Background: an optimization exercise with open tools, aiming at small area, a short achievable clock period and few clock cycles per item. Do not read the settings as production practice. RTL that was checked went through simulation tests only; none was proved equivalent to the original.

Setup of job 6636:
==> flow/design.v (excerpt) <==
module sm3_stream (
    input  wire         clk,
    input  wire         rst,          
    input  wire         in_valid,
    output reg          in_ready,
    input  wire [31:0]  in_data,      
    input  wire         in_last,
    input  wire [2:0]   in_nbytes,    
    output wire         out_valid,
    output wire [255:0] digest_o
);
    reg         pad_q;        
    reg         need80_q;     
    reg         lenblk_q;     
    reg [3:0]   slot_q;       
    reg [58:0]  words_q;      
    reg [1:0]   resid_q;      
    reg         clr_q;        
    wire        core_take;
    wire        core_open;
    wire [63:0] len_bits = {words_q, resid_q, 3'b000};
    wire        words_inc;      
    wire        nb4 = in_nbytes[2];     
    assign      words_inc = ~in_last | nb4;
    reg  [31:0] last_word;
    always @(*) begin
        case (in_nbytes[1:0])
            2'd0: last_word = 32'h80000000;
            2'd1: last_word = {in_data[31:24], 24'h800000};
            2'd2: last_word = {in_data[31:16], 16'h8000};
            default: last_word = {in_data[31:8], 8'h80};
        endcase
        if (nb4)
            last_word = in_data;
    end
    wire [31:0] pad_word = need80_q ? 32'h80000000 :
                           (lenblk_q & (slot_q == 4'd14)) ? len_bits[63:32] :
                           (lenblk_q & (slot_q == 4'd15)) ? len_bits[31:0] : 32'd0;
    wire        f_valid = pad_q | in_valid;
  ...
==> flow/config.mk <==
export PLATFORM = sky130hd
export DESIGN_NAME = sm3_stream
export DESIGN_NICKNAME = sm3_stream
export VERILOG_FILES = /design/flow/design.v
export SDC_FILE = /design/flow/constraint.sdc
export NUM_CORES = 4
export LEC_CHECK = 0
export CAP_MARGIN = 20
export CORE_MARGIN = 2
export CORE_UTILIZATION = 40
export PLACE_DENSITY = 0.6
export SLEW_MARGIN = 20
==> flow/constraint.sdc <==
create_clock -name core_clock -period 20.0 [get_ports {clk}]
set_input_delay 4.0000 -clock core_clock [delete_from_list [all_inputs] [get_ports {clk}]]
set_output_delay 4.0000 -clock core_clock [all_outputs]
set_load 0.01 [all_outputs]
standard.sh (not shown) runs the stock make flow with config.mk's settings and CLKGATE_MAP_FILE= SYNTH_SCRIPT=/design/flow/synth_recipe.tcl, a recipe that flattens the netlist after the stock synthesis.
==> flow/flow/run.sh <==
#!/bin/bash
# Layout flow: the standard ORFS flow, with four changes.
#  1. Synthesis is ORFS's synthesis script (as synth_recipe.tcl runs it) except
#     that ABC maps the logic with the delay-oriented script flow/abc_delay.script
#     and adders are left to ABC (no full-adder cell mapping, ADDER_MAP_FILE empty).
#     Registers are mapped before ABC, so they are the standard synthesis's.
#  2. The timing repair passes aim for extra setup slack (SETUP_SLACK_MARGIN),
#     working on the worst 5% of the endpoints below it (TNS_END_PERCENT).
#  3. The port buffers are buf_2 cells instead of the default (a delay cell).
#  4. Clock tree synthesis adds no dummy loads and clusters up to 22 sinks per leaf buffer.
# The clock, constraints and every other step are the standard flow's.
set -euo pipefail
W=$(pwd)
SCR=${FLOW_HOME:-/OpenROAD-flow-scripts/flow}/scripts
sed "s#log_cmd abc {\*}\$abc_args#log_cmd abc {*}[lreplace \$abc_args 1 1 $W/flow/abc_delay.script]#" \
    "$SCR/synth.tcl" > "$W/synth_delay.tcl"
grep -q "abc_delay.script" "$W/synth_delay.tcl"
sed "s#\$::env(SCRIPTS_DIR)/synth.tcl#$W/synth_delay.tcl#" "$W/synth_recipe.tcl" > "$W/synth_recipe_delay.tcl"
grep -q "synth_delay.tcl" "$W/synth_recipe_delay.tcl"
bash standard.sh synth SYNTH_SCRIPT="$W/synth_recipe_delay.tcl" ADDER_MAP_FILE= > synth_make.log 2>&1
bash standard.sh finish SETUP_SLACK_MARGIN=14.8 TNS_END_PERCENT=5 \
    "BUFFER_PORTS_ARGS=-buffer_cell sky130_fd_sc_hd__buf_2" \
    "CTS_ARGS=-sink_clustering_enable -repair_clock_nets -dont_use_dummy_load -sink_clustering_size 22 -sink_clustering_max_diameter 100" \
    > layout_make.log 2>&1
==> flow/flow/abc_delay.script <==
strash
dch
map -D 3500
buffer -c
topo
stime -c
upsize -c
dnsize -c
Both conditions hold for job 6636: the flow ran to the end and the final layout passed the timing, design-rule and antenna checks.
Testbench counts of job 6636, summed over its fixed seeds: cycles 58,300, bytes 42,033.
Edits applied to the flow inputs when going from job 6636 to job 8676:
--- a/flow/flow/run.sh
+++ b/flow/flow/run.sh
@@ -20,3 +20,3 @@
 bash standard.sh synth SYNTH_SCRIPT="$W/synth_recipe_delay.tcl" ADDER_MAP_FILE= > synth_make.log 2>&1
-bash standard.sh finish SETUP_SLACK_MARGIN=14.8 TNS_END_PERCENT=5 \
+bash standard.sh finish SETUP_SLACK_MARGIN=14.5 TNS_END_PERCENT=5 \
     "BUFFER_PORTS_ARGS=-buffer_cell sky130_fd_sc_hd__buf_2" \
==> flow/flow/abc_delay.script <==
strash
dch
map -D 3500
### Flow results
Looking at source of the critical timing path, the in_valid result is from job 6636; the u_cf.early_q one comes from job 8676.
Compared with job 6636, job 8676 shows a lower placement-stage worst setup slack.
Compared with job 6636, job 8676 shows die area that has gone down by a few percent.
Any difference in number of endpoints failing setup at the final stage between job 8676 and job 6636 is small enough to ignore.
Inputs modified between job 8676 and job 9986:
--- a/flow/flow/run.sh
+++ b/flow/flow/run.sh
@@ -6,4 +6,4 @@
 #     Registers are mapped before ABC, so they are the standard synthesis's.
-#  2. The timing repair passes aim for extra setup slack (SETUP_SLACK_MARGIN),
-#     working on the worst 5% of the endpoints below it (TNS_END_PERCENT).
+#  2. The timing repair passes aim for extra setup slack (SETUP_SLACK_MARGIN)
+#     and work on the worst path only (TNS_END_PERCENT=0).
 #  3. The port buffers are buf_2 cells instead of the default (a delay cell).
@@ -20,5 +20,5 @@
 bash standard.sh synth SYNTH_SCRIPT="$W/synth_recipe_delay.tcl" ADDER_MAP_FILE= > synth_make.log 2>&1
-bash standard.sh finish SETUP_SLACK_MARGIN=14.5 TNS_END_PERCENT=5 \
+bash standard.sh finish SETUP_SLACK_MARGIN=14.5 TNS_END_PERCENT=0 \
     "BUFFER_PORTS_ARGS=-buffer_cell sky130_fd_sc_hd__buf_2" \
-    "CTS_ARGS=-sink_clustering_enable -repair_clock_nets -dont_use_dummy_load -sink_clustering_size 22 -sink_clustering_max_diameter 100" \
+    "CTS_ARGS=-sink_clustering_enable -repair_clock_nets -dont_use_dummy_load -sink_clustering_size 28 -sink_clustering_max_diameter 120" \
     > layout_make.log 2>&1
==> flow/flow/abc_delay.script <==
strash
dch
map -D 3500
buffer -c
topo
stime -c
upsize -c
dnsize -c
[summary]
- The via count of the first global-routing pass reported for job 9986 is smaller than that of job 8676 by 1,232.
- Status: adder-cell share of the synthesized area parity (job 9986, job 8676)
- The via count reported for job 9986 is lower than the one for job 8676.
- Cell area (job 9986 over job 8676): decrease, 0.0018 sq mm
- Row setup slack: job 9986 lower / job 8676 higher
The inputs of job 7226 differ from those of job 9986 as listed below.
--- a/flow/flow/run.sh
+++ b/flow/flow/run.sh
@@ -6,4 +6,4 @@
 #     Registers are mapped before ABC, so they are the standard synthesis's.
-#  2. The timing repair passes aim for extra setup slack (SETUP_SLACK_MARGIN)
-#     and work on the worst path only (TNS_END_PERCENT=0).
+#  2. The timing repair passes aim for extra setup slack (SETUP_SLACK_MARGIN),
+#     working on the worst 5% of the endpoints below it (TNS_END_PERCENT).
 #  3. The port buffers are buf_2 cells instead of the default (a delay cell).
@@ -20,5 +20,5 @@
 bash standard.sh synth SYNTH_SCRIPT="$W/synth_recipe_delay.tcl" ADDER_MAP_FILE= > synth_make.log 2>&1
-bash standard.sh finish SETUP_SLACK_MARGIN=14.5 TNS_END_PERCENT=0 \
+bash standard.sh finish SETUP_SLACK_MARGIN=15 TNS_END_PERCENT=0 \
     "BUFFER_PORTS_ARGS=-buffer_cell sky130_fd_sc_hd__buf_2" \
-    "CTS_ARGS=-sink_clustering_enable -repair_clock_nets -dont_use_dummy_load -sink_clustering_size 28 -sink_clustering_max_diameter 120" \
+    "CTS_ARGS=-sink_clustering_enable -repair_clock_nets -dont_use_dummy_load -sink_clustering_size 22 -sink_clustering_max_diameter 100" \
     > layout_make.log 2>&1
### Flow results
Total clock buffers created by CTS (job 9986 / job 7226): 0.833
Count of clock-net buffers in the final layout (job 7226 vs. job 9986) increases by more than 10%
Job 7226 against job 9986.
As far as total setup violations reported at the end of the flow goes, job 7226 and job 9986 are indistinguishable; the numbers are identical.
Compared with job 9986, in job 7226 tightest hold margin fell by 0.020 ns; relative slew slack now sits at about the same level.

Another version of the RTL of sm3_stream (not shown whole).
Size: roughly 6100 cells after synthesis, roughly 1100 flip-flops, roughly 300 I/O pins, about 0.060 mm^2 of cells after synthesis.
Settings: LEC_CHECK=0, CAP_MARGIN=20, CORE_MARGIN=2, CORE_UTILIZATION=40, PLACE_DENSITY=0.6, SLEW_MARGIN=20; clock period 20.0 ns.
==> flow/flow/run.sh <==
#!/bin/bash
# Layout flow: the standard ORFS flow, with four changes.
#  1. Synthesis is ORFS's synthesis script (as synth_recipe.tcl runs it) except
#     that ABC maps the logic with the delay-oriented script flow/abc_delay.script
#     and adders are left to ABC (no full-adder cell mapping, ADDER_MAP_FILE empty).
#     Registers are mapped before ABC, so they are the standard synthesis's.
#  2. The timing repair passes aim for extra setup slack (SETUP_SLACK_MARGIN),
#     working on the worst 5% of the endpoints below it (TNS_END_PERCENT).
#  3. The port buffers are buf_2 cells instead of the default (a delay cell).
#  4. Clock tree synthesis adds no dummy loads.
# The clock, constraints and every other step are the standard flow's.
set -euo pipefail
W=$(pwd)
SCR=${FLOW_HOME:-/OpenROAD-flow-scripts/flow}/scripts
sed "s#log_cmd abc {\*}\$abc_args#log_cmd abc {*}[lreplace \$abc_args 1 1 $W/flow/abc_delay.script]#" \
    "$SCR/synth.tcl" > "$W/synth_delay.tcl"
grep -q "abc_delay.script" "$W/synth_delay.tcl"
sed "s#\$::env(SCRIPTS_DIR)/synth.tcl#$W/synth_delay.tcl#" "$W/synth_recipe.tcl" > "$W/synth_recipe_delay.tcl"
grep -q "synth_delay.tcl" "$W/synth_recipe_delay.tcl"
bash standard.sh synth SYNTH_SCRIPT="$W/synth_recipe_delay.tcl" ADDER_MAP_FILE= > synth_make.log 2>&1
bash standard.sh finish SETUP_SLACK_MARGIN=14.5 TNS_END_PERCENT=5 \
    "BUFFER_PORTS_ARGS=-buffer_cell sky130_fd_sc_hd__buf_2" \
    "CTS_ARGS=-sink_clustering_enable -repair_clock_nets -dont_use_dummy_load" \
    > layout_make.log 2>&1
==> flow/flow/abc_delay.script <==
strash
dch
map -D 3500
buffer -c
topo
stime -c
upsize -c
dnsize -c
The first run finished clean.
Testbench counts at the start, summed over its fixed seeds: cycles 58,300, bytes 42,033.
Next try:
--- a/flow/flow/run.sh
+++ b/flow/flow/run.sh
@@ -7,2 +7 @@
-#  2. The timing repair passes aim for extra setup slack (SETUP_SLACK_MARGIN),
-#     working on the worst 5% of the endpoints below it (TNS_END_PERCENT).
+#  2. The timing repair passes aim for extra setup slack (SETUP_SLACK_MARGIN).
@@ -21 +20 @@
-bash standard.sh finish SETUP_SLACK_MARGIN=14.5 TNS_END_PERCENT=5 \
+bash standard.sh finish SETUP_SLACK_MARGIN=14.5 \
What happened: The new run ran to the end with no violations; cell area is higher by about 0.9%; sequential share of layout area is lower by 0.44 points; clock skew is lower by 0.011 ns; worst setup slack stays flat; global-route usage is higher by 1.0 points.

sm3_stream, a different RTL version from the one above (not shown whole).
Size in the first run: about 1100 flip-flops, roughly 300 I/O pins, roughly 0.060 mm² of cells after synthesis.
==> flow/config.mk <==
export PLATFORM = sky130hd
export DESIGN_NAME = sm3_stream
export DESIGN_NICKNAME = sm3_stream
export VERILOG_FILES = /design/flow/design.v
export SDC_FILE = /design/flow/constraint.sdc
export NUM_CORES = 4
export LEC_CHECK = 0
export CAP_MARGIN = 20
export CORE_MARGIN = 2
export CORE_UTILIZATION = 40
export PLACE_DENSITY = 0.6
export SLEW_MARGIN = 20
==> flow/constraint.sdc <==
create_clock -name core_clock -period 20.0 [get_ports {clk}]
set_input_delay 4.0000 -clock core_clock [delete_from_list [all_inputs] [get_ports {clk}]]
set_output_delay 4.0000 -clock core_clock [all_outputs]
set_load 0.01 [all_outputs]
==> flow/flow/run.sh <==
#!/bin/bash
# Layout flow: the standard ORFS flow, with four changes.
#  1. Synthesis is ORFS's synthesis script (as synth_recipe.tcl runs it) except
#     that ABC maps the logic with the delay-oriented script flow/abc_delay.script
#     and adders are left to ABC (no full-adder cell mapping, ADDER_MAP_FILE empty).
#     Registers are mapped before ABC, so they are the standard synthesis's.
#  2. The timing repair passes aim for extra setup slack (SETUP_SLACK_MARGIN).
#  3. The port buffers are buf_2 cells instead of the default (a delay cell).
#  4. Clock tree synthesis uses clkbuf_4/clkbuf_8 cells and adds no dummy loads.
# The clock, constraints and every other step are the standard flow's.
set -euo pipefail
W=$(pwd)
SCR=${FLOW_HOME:-/OpenROAD-flow-scripts/flow}/scripts
sed "s#log_cmd abc {\*}\$abc_args#log_cmd abc {*}[lreplace \$abc_args 1 1 $W/flow/abc_delay.script]#" \
    "$SCR/synth.tcl" > "$W/synth_delay.tcl"
grep -q "abc_delay.script" "$W/synth_delay.tcl"
sed "s#\$::env(SCRIPTS_DIR)/synth.tcl#$W/synth_delay.tcl#" "$W/synth_recipe.tcl" > "$W/synth_recipe_delay.tcl"
grep -q "synth_delay.tcl" "$W/synth_recipe_delay.tcl"
bash standard.sh synth SYNTH_SCRIPT="$W/synth_recipe_delay.tcl" ADDER_MAP_FILE= > synth_make.log 2>&1
bash standard.sh finish SETUP_SLACK_MARGIN=15 \
    "BUFFER_PORTS_ARGS=-buffer_cell sky130_fd_sc_hd__buf_2" \
    "CTS_ARGS=-sink_clustering_enable -repair_clock_nets -dont_use_dummy_load -buf_list {sky130_fd_sc_hd__clkbuf_4 sky130_fd_sc_hd__clkbuf_8}" \
    > layout_make.log 2>&1
Scripts as last shown in full above: flow/flow/abc_delay.script
Edit:
--- a/flow/flow/run.sh
+++ b/flow/flow/run.sh
@@ -1,3 +1,3 @@
 #!/bin/bash
-# Layout flow: the standard ORFS flow, with four changes.
+# Layout flow: the standard ORFS flow, with three changes.
 #  1. Synthesis is ORFS's synthesis script (as synth_recipe.tcl runs it) except
@@ -8,3 +8,2 @@
 #  3. The port buffers are buf_2 cells instead of the default (a delay cell).
-#  4. Clock tree synthesis uses clkbuf_4/clkbuf_8 cells and adds no dummy loads.
 # The clock, constraints and every other step are the standard flow's.
@@ -20,4 +19,2 @@
 bash standard.sh finish SETUP_SLACK_MARGIN=15 \
-    "BUFFER_PORTS_ARGS=-buffer_cell sky130_fd_sc_hd__buf_2" \
-    "CTS_ARGS=-sink_clustering_enable -repair_clock_nets -dont_use_dummy_load -buf_list {sky130_fd_sc_hd__clkbuf_4 sky130_fd_sc_hd__clkbuf_8}" \
-    > layout_make.log 2>&1
+    "BUFFER_PORTS_ARGS=-buffer_cell sky130_fd_sc_hd__buf_2" > layout_make.log 2>&1
Clock skew is lower by 0.077 ns; routed wire length climbs slightly; worst setup slack degrades by 0.33 ns.
No run of this note included a check of the RTL's function; only the layout flow was run.

The RTL this note starts from:
==> flow/design.v <==
module sm3_compress (
    input  wire         clk,
    input  wire         rst,         
    input  wire         wvalid_i,    
    input  wire [31:0]  wdata_i,
    input  wire         wfinal_i,    
    output wire         wtake_o,     
    output wire         wopen_o,     
    output reg          done_o,      
    output wire [255:0] digest_o     
);
    localparam [255:0] IV = {32'h7380166F, 32'h4914B2B9, 32'h172442D7, 32'hDA8A0600,
                             32'hA96F30BC, 32'h163138AA, 32'hE38DEE4D, 32'hB0FB0E4E};
    localparam [31:0]  T0 = 32'h79CC4519;
    localparam [31:0]  T1 = 32'h7A879D8A;
    localparam [1:0] S_PRE   = 2'd0;     
    localparam [1:0] S_ROUND = 2'd1;
    localparam [1:0] S_FIN   = 2'd2;     
    function [31:0] rotl;
        input [31:0] x;
        input [4:0]  n;
        begin
            rotl = (x << n) | (x >> (6'd32 - {1'b0, n}));
        end
    endfunction
    function [31:0] p0;
        input [31:0] x;
        begin
            p0 = x ^ {x[22:0], x[31:23]} ^ {x[14:0], x[31:15]};
        end
    endfunction
    function [31:0] p1;
        input [31:0] x;
        begin
            p1 = x ^ {x[16:0], x[31:17]} ^ {x[8:0], x[31:9]};
        end
    endfunction
    function [31:0] add32;
        input [31:0] x;
        input [31:0] y;
        reg   [31:0] g, p, gn, pn;
        integer      i, d;
        begin
            g = x & y;
            p = x ^ y;
            for (d = 1; d < 32; d = d * 2) begin
                for (i = 0; i < 32; i = i + 1) begin
                    if (i >= d) begin
                        gn[i] = g[i] | (p[i] & g[i - d]);
                        pn[i] = p[i] & p[i - d];
                    end else begin
                        gn[i] = g[i];
                        pn[i] = p[i];
                    end
                end
                g = gn;
                p = pn;
            end
            add32 = (x ^ y) ^ {g[30:0], 1'b0};
        end
    endfunction
    reg [1:0]   state_q;
    reg [5:0]   round_q;
    reg [2:0]   npre_q;                  
    reg         first_q;                 
    reg         cur_first_q;             
    reg         cur_final_q;             
    reg [255:0] v_q;                     
    reg [31:0]  a_q, b_q, c_q, d_q, e_q, f_q, g_q, h_q;
    reg [31:0]  dw_q, hw_q;
    reg [31:0]  k_q;                     
    reg         early_q;                 
    reg [511:0] w_q;                     
    wire in_round = (state_q == S_ROUND);
    wire in_pre   = (state_q == S_PRE);
    wire in_fin   = (state_q == S_FIN);
    wire need_in  = in_round & (round_q < 6'd10);
    wire opt_in   = (in_round & (round_q >= 6'd62)) | in_fin | in_pre;
    wire take     = wvalid_i & (need_in | opt_in);
    wire gen      = in_round & (round_q >= 6'd10) & (round_q < 6'd62);
    wire shift    = take | gen;
    wire go       = in_round & (~need_in | wvalid_i);
    wire setup    = in_pre & (npre_q == 3'd5) & wvalid_i;
    assign wtake_o = take;
    assign wopen_o = rst | ~in_round | ~go | (round_q < 6'd9) | (round_q >= 6'd61);
    wire [31:0] w0  = w_q[511:480];
    wire [31:0] w3  = w_q[415:384];
    wire [31:0] w7  = w_q[287:256];
    wire [31:0] w10 = w_q[191:160];
    wire [31:0] w11 = w_q[159:128];
    wire [31:0] w13 = w_q[95:64];
    wire [31:0] w15 = w_q[31:0];
    wire [31:0] w_gen = p1(w0 ^ w7 ^ {w13[16:0], w13[31:17]})
                        ^ {w3[24:0], w3[31:25]} ^ w10;
    wire [31:0] w_in  = gen ? w_gen : wdata_i;
    wire        early = early_q;
    wire [31:0] k_j   = k_q;
    wire [31:0] a_r12 = {a_q[19:0], a_q[31:20]};
    wire [31:0] ss_t  = a_r12 + e_q + k_j;
    wire [31:0] ss1   = {ss_t[24:0], ss_t[31:25]};
    wire [31:0] ss2   = ss1 ^ a_r12;
    wire [31:0] ff    = early ? (a_q ^ b_q ^ c_q)
                              : ((a_q & b_q) | (a_q & c_q) | (b_q & c_q));
    wire [31:0] gg    = early ? (e_q ^ f_q ^ g_q)
                              : ((e_q & f_q) | (~e_q & g_q));
    wire [31:0] ffdw  = ff + dw_q;
    wire [31:0] gghw  = gg + hw_q;
    wire [31:0] tt1   = add32(ffdw, ss2);
    wire [31:0] tt2   = add32(gghw, ss1);
    wire [31:0] dw_n  = (setup ? d_q : c_q) + (w11 ^ w15);
    wire [31:0] hw_n  = (setup ? h_q : g_q) + w11;
    wire [255:0] v_new = (cur_first_q ? IV : v_q) ^ {a_q, b_q, c_q, d_q, e_q, f_q, g_q, h_q};
    assign digest_o = v_q;
    always @(posedge clk) begin
        if (shift)
            w_q <= {w_q[479:0], w_in};
        if (go | setup) begin
            dw_q <= dw_n;
            hw_q <= hw_n;
        end
        if (setup) begin
            k_q     <= T0;
            early_q <= 1'b1;
        end else if (go) begin
            k_q     <= (round_q == 6'd15) ? rotl(T1, 5'd16) : {k_q[30:0], k_q[31]};
            if (round_q == 6'd15)
                early_q <= 1'b0;
        end
        if (go) begin
            a_q <= tt1;
            b_q <= a_q;
            c_q <= {b_q[22:0], b_q[31:23]};
            d_q <= c_q;
            e_q <= p0(tt2);
            f_q <= e_q;
            g_q <= {f_q[12:0], f_q[31:13]};
            h_q <= g_q;
        end else if (in_fin) begin
            {a_q, b_q, c_q, d_q, e_q, f_q, g_q, h_q} <= v_new;
        end else if (in_pre & first_q) begin
            {a_q, b_q, c_q, d_q, e_q, f_q, g_q, h_q} <= IV;
        end
        if (in_fin)
            v_q <= v_new;
        if (rst) begin
            state_q     <= S_PRE;
            npre_q      <= 3'd0;
            first_q     <= 1'b1;
            cur_first_q <= 1'b1;
            cur_final_q <= 1'b0;
            done_o      <= 1'b0;
            round_q     <= 6'd0;
        end else begin
            done_o <= in_fin & cur_final_q;
            case (state_q)
                S_PRE: begin
                    if (setup) begin
                        npre_q      <= 3'd0;
                        round_q     <= 6'd0;
                        cur_first_q <= first_q;
                        cur_final_q <= 1'b0;
                        first_q     <= 1'b0;
                        state_q     <= S_ROUND;
                    end else if (take) begin
                        npre_q <= npre_q + 3'd1;
                    end
                end
                S_ROUND: begin
                    if (take & wfinal_i & need_in)
                        cur_final_q <= 1'b1;
                    if (take & ~need_in)
                        npre_q <= npre_q + 3'd1;
                    if (go) begin
                        round_q <= round_q + 6'd1;
                        if (round_q == 6'd63)
                            state_q <= S_FIN;
                    end
                end
                S_FIN: begin
                    if (take)
                        npre_q <= npre_q + 3'd1;
                    first_q <= cur_final_q;
                    state_q <= S_PRE;
                end
                default: state_q <= S_PRE;
            endcase
        end
    end
endmodule
module sm3_stream (
    input  wire         clk,
    input  wire         rst,          
    input  wire         in_valid,
    output reg          in_ready,
    input  wire [31:0]  in_data,      
    input  wire         in_last,
    input  wire [2:0]   in_nbytes,    
    output wire         out_valid,
    output wire [255:0] digest_o
);
    reg         ib_valid_q;
    reg [31:0]  ib_data_q;
    reg         ib_last_q;
    reg [2:0]   ib_nb_q;
    reg         pad_q;        
    reg         need80_q;     
    reg         lenblk_q;     
    reg [3:0]   slot_q;       
    reg [58:0]  words_q;      
    reg [1:0]   resid_q;      
    wire        core_take;
    wire        core_open;
    wire [63:0] len_bits = {words_q, resid_q, 3'b000};
    wire        nb4 = ib_nb_q[2];     
    reg  [31:0] last_word;
    always @(*) begin
        case (ib_nb_q[1:0])
            2'd0: last_word = 32'h80000000;
            2'd1: last_word = {ib_data_q[31:24], 24'h800000};
            2'd2: last_word = {ib_data_q[31:16], 16'h8000};
            default: last_word = {ib_data_q[31:8], 8'h80};
        endcase
        if (nb4)
            last_word = ib_data_q;
    end
    wire [31:0] pad_word = need80_q ? 32'h80000000 :
                           (lenblk_q & (slot_q == 4'd14)) ? len_bits[63:32] :
                           (lenblk_q & (slot_q == 4'd15)) ? len_bits[31:0] : 32'd0;
    wire        f_valid = pad_q | ib_valid_q;
    wire [31:0] f_data  = pad_q ? pad_word : (ib_last_q ? last_word : ib_data_q);
    wire        f_final = pad_q & lenblk_q & (slot_q == 4'd15);
    wire        ib_take = core_take & ~pad_q;
    wire        ib_valid_n = (in_valid & in_ready) | (ib_valid_q & ~ib_take);
    wire        pad_n      = core_take ? (pad_q ? ~f_final : ib_last_q) : pad_q;
    sm3_compress u_cf (
        .clk      (clk),
        .rst      (rst),
        .wvalid_i (f_valid),
        .wdata_i  (f_data),
        .wfinal_i (f_final),
        .wtake_o  (core_take),
        .wopen_o  (core_open),
        .done_o   (out_valid),
        .digest_o (digest_o)
    );
    always @(posedge clk) begin
        if (in_valid & in_ready) begin
            ib_data_q <= in_data;
            ib_last_q <= in_last;
            ib_nb_q   <= in_nbytes;
        end
        in_ready <= rst | ~ib_valid_n | (~pad_n & core_open);
        if (rst) begin
            ib_valid_q <= 1'b0;
            pad_q      <= 1'b0;
            need80_q   <= 1'b0;
            lenblk_q   <= 1'b0;
            slot_q     <= 4'd0;
            words_q    <= 59'd0;
            resid_q    <= 2'd0;
        end else begin
            if (in_valid & in_ready)
                ib_valid_q <= 1'b1;
            else if (ib_take)
                ib_valid_q <= 1'b0;
            if (core_take) begin
                slot_q <= slot_q + 4'd1;
                if (!pad_q) begin
                    if (!ib_last_q | nb4)
                        words_q <= words_q + 59'd1;
                    if (ib_last_q) begin
                        pad_q    <= 1'b1;
                        need80_q <= nb4;
                        if (!nb4)
                            resid_q <= ib_nb_q[1:0];
                    end
                end else begin
                    need80_q <= 1'b0;
                    if (f_final) begin
                        pad_q   <= 1'b0;
                        words_q <= 59'd0;
                        resid_q <= 2'd0;
                    end
                end
                if (slot_q == 4'd15)
                    lenblk_q <= pad_q ? ~lenblk_q : (ib_last_q & ~nb4);
                else if (pad_q ? need80_q : (ib_last_q & ~nb4))
                    lenblk_q <= (slot_q < 4'd14);
            end
        end
    end
endmodule
clock: 20.0 ns
lec_check: 0
cap_margin: 20
core_margin: 2
core_utilization: 40
place_density: 0.6
slew_margin: 20
==> flow/flow/run.sh <==
#!/bin/bash
# Layout flow: the standard ORFS flow, with two changes.
#  1. Synthesis is ORFS's synthesis script (as synth_recipe.tcl runs it) except
#     that ABC maps the logic with the delay-oriented script flow/abc_delay.script.
#     Registers are mapped before ABC, so they are the standard synthesis's.
#  2. The timing repair passes aim for extra setup slack (SETUP_SLACK_MARGIN).
# The clock, constraints and every other step are the standard flow's.
set -euo pipefail
W=$(pwd)
SCR=${FLOW_HOME:-/OpenROAD-flow-scripts/flow}/scripts
sed "s#log_cmd abc {\*}\$abc_args#log_cmd abc {*}[lreplace \$abc_args 1 1 $W/flow/abc_delay.script]#" \
    "$SCR/synth.tcl" > "$W/synth_delay.tcl"
grep -q "abc_delay.script" "$W/synth_delay.tcl"
sed "s#\$::env(SCRIPTS_DIR)/synth.tcl#$W/synth_delay.tcl#" "$W/synth_recipe.tcl" > "$W/synth_recipe_delay.tcl"
grep -q "synth_delay.tcl" "$W/synth_recipe_delay.tcl"
bash standard.sh synth SYNTH_SCRIPT="$W/synth_recipe_delay.tcl" > synth_make.log 2>&1
bash standard.sh finish SETUP_SLACK_MARGIN=14 > layout_make.log 2>&1
==> flow/flow/abc_delay.script <==
strash
dch -f
map -D 1000
buffer -c
topo
stime -c
upsize -c
dnsize -c
The first run went through all stages and came out clean.
Change:
==> flow/flow/abc_delay.script (replaced) <==
strash
dch -f
map -D 1500
buffer -c
topo
stime -c
upsize -c
dnsize -c
Outcome:
- The changed run completed with no timing, DRC or antenna violations
- design area goes down by about 4%
- global-route usage goes down by 4.0 points
- sequential share of layout area goes up by 1.9 points
- die area goes down by about 4.4%
- hold slack degrades by 0.0034 ns
- synthesized area goes down by 4.5%
- via count goes down by 12%
- utilization goes up by 0.49 points
No functional check of the RTL was part of any run of this note.

## afterwards: timing with drivers on the ports
The results above use ideal ports. As a check the final layouts listed here were re-extracted and re-timed, cells and wires unchanged.
Step 1: set_driving_cell puts a clkbuf_16 on clk and a buf_2 on each other input, an assumption about the parent block.
Step 2, shift: input delay + t, output delay - t, t = (earliest + latest rising clock arrival at the registers) / 2. This alone moves slack from input paths to output paths.
Slacks: no drivers / after step 1 / after step 2; pairs: no drivers / after step 1.
run	t (ns)	setup WS [ns]	worst slew at a driven data input, ns	pins driven straight from the clock port
job 6636	0.725	14.475 / 14.433 / 13.799	0.05	1
job 8676	0.741	14.448 / 14.448 / 13.769	0.05	1
job 9986	0.749	14.419 / 14.374 / 13.723	0.05	1
job 7226	0.787	14.441 / 14.413 / 13.705	0.05	1
the first run of note 2	0.845	14.451 / 14.365 / 13.681	0.04	1
the second run of note 2	0.833	14.451 / 14.377 / 13.682	0.05	1
the first run of note 3	0.988	13.123 / 13.164 / 12.176	0.06	1
the second run of note 3	0.869	12.798 / 12.837 / 11.968	0.06	1
the first run of note 4	0.878	14.044 / 13.957 / 14.016	0.06	1
the second run of note 4	0.883	14.031 / 13.940 / 13.393	0.04	1
After both steps setup and hold are still met in every run listed. For the first run of note 3, which loses most, drivers alone change the setup slack by +0.041 ns; drivers and shift together by -0.947 ns.
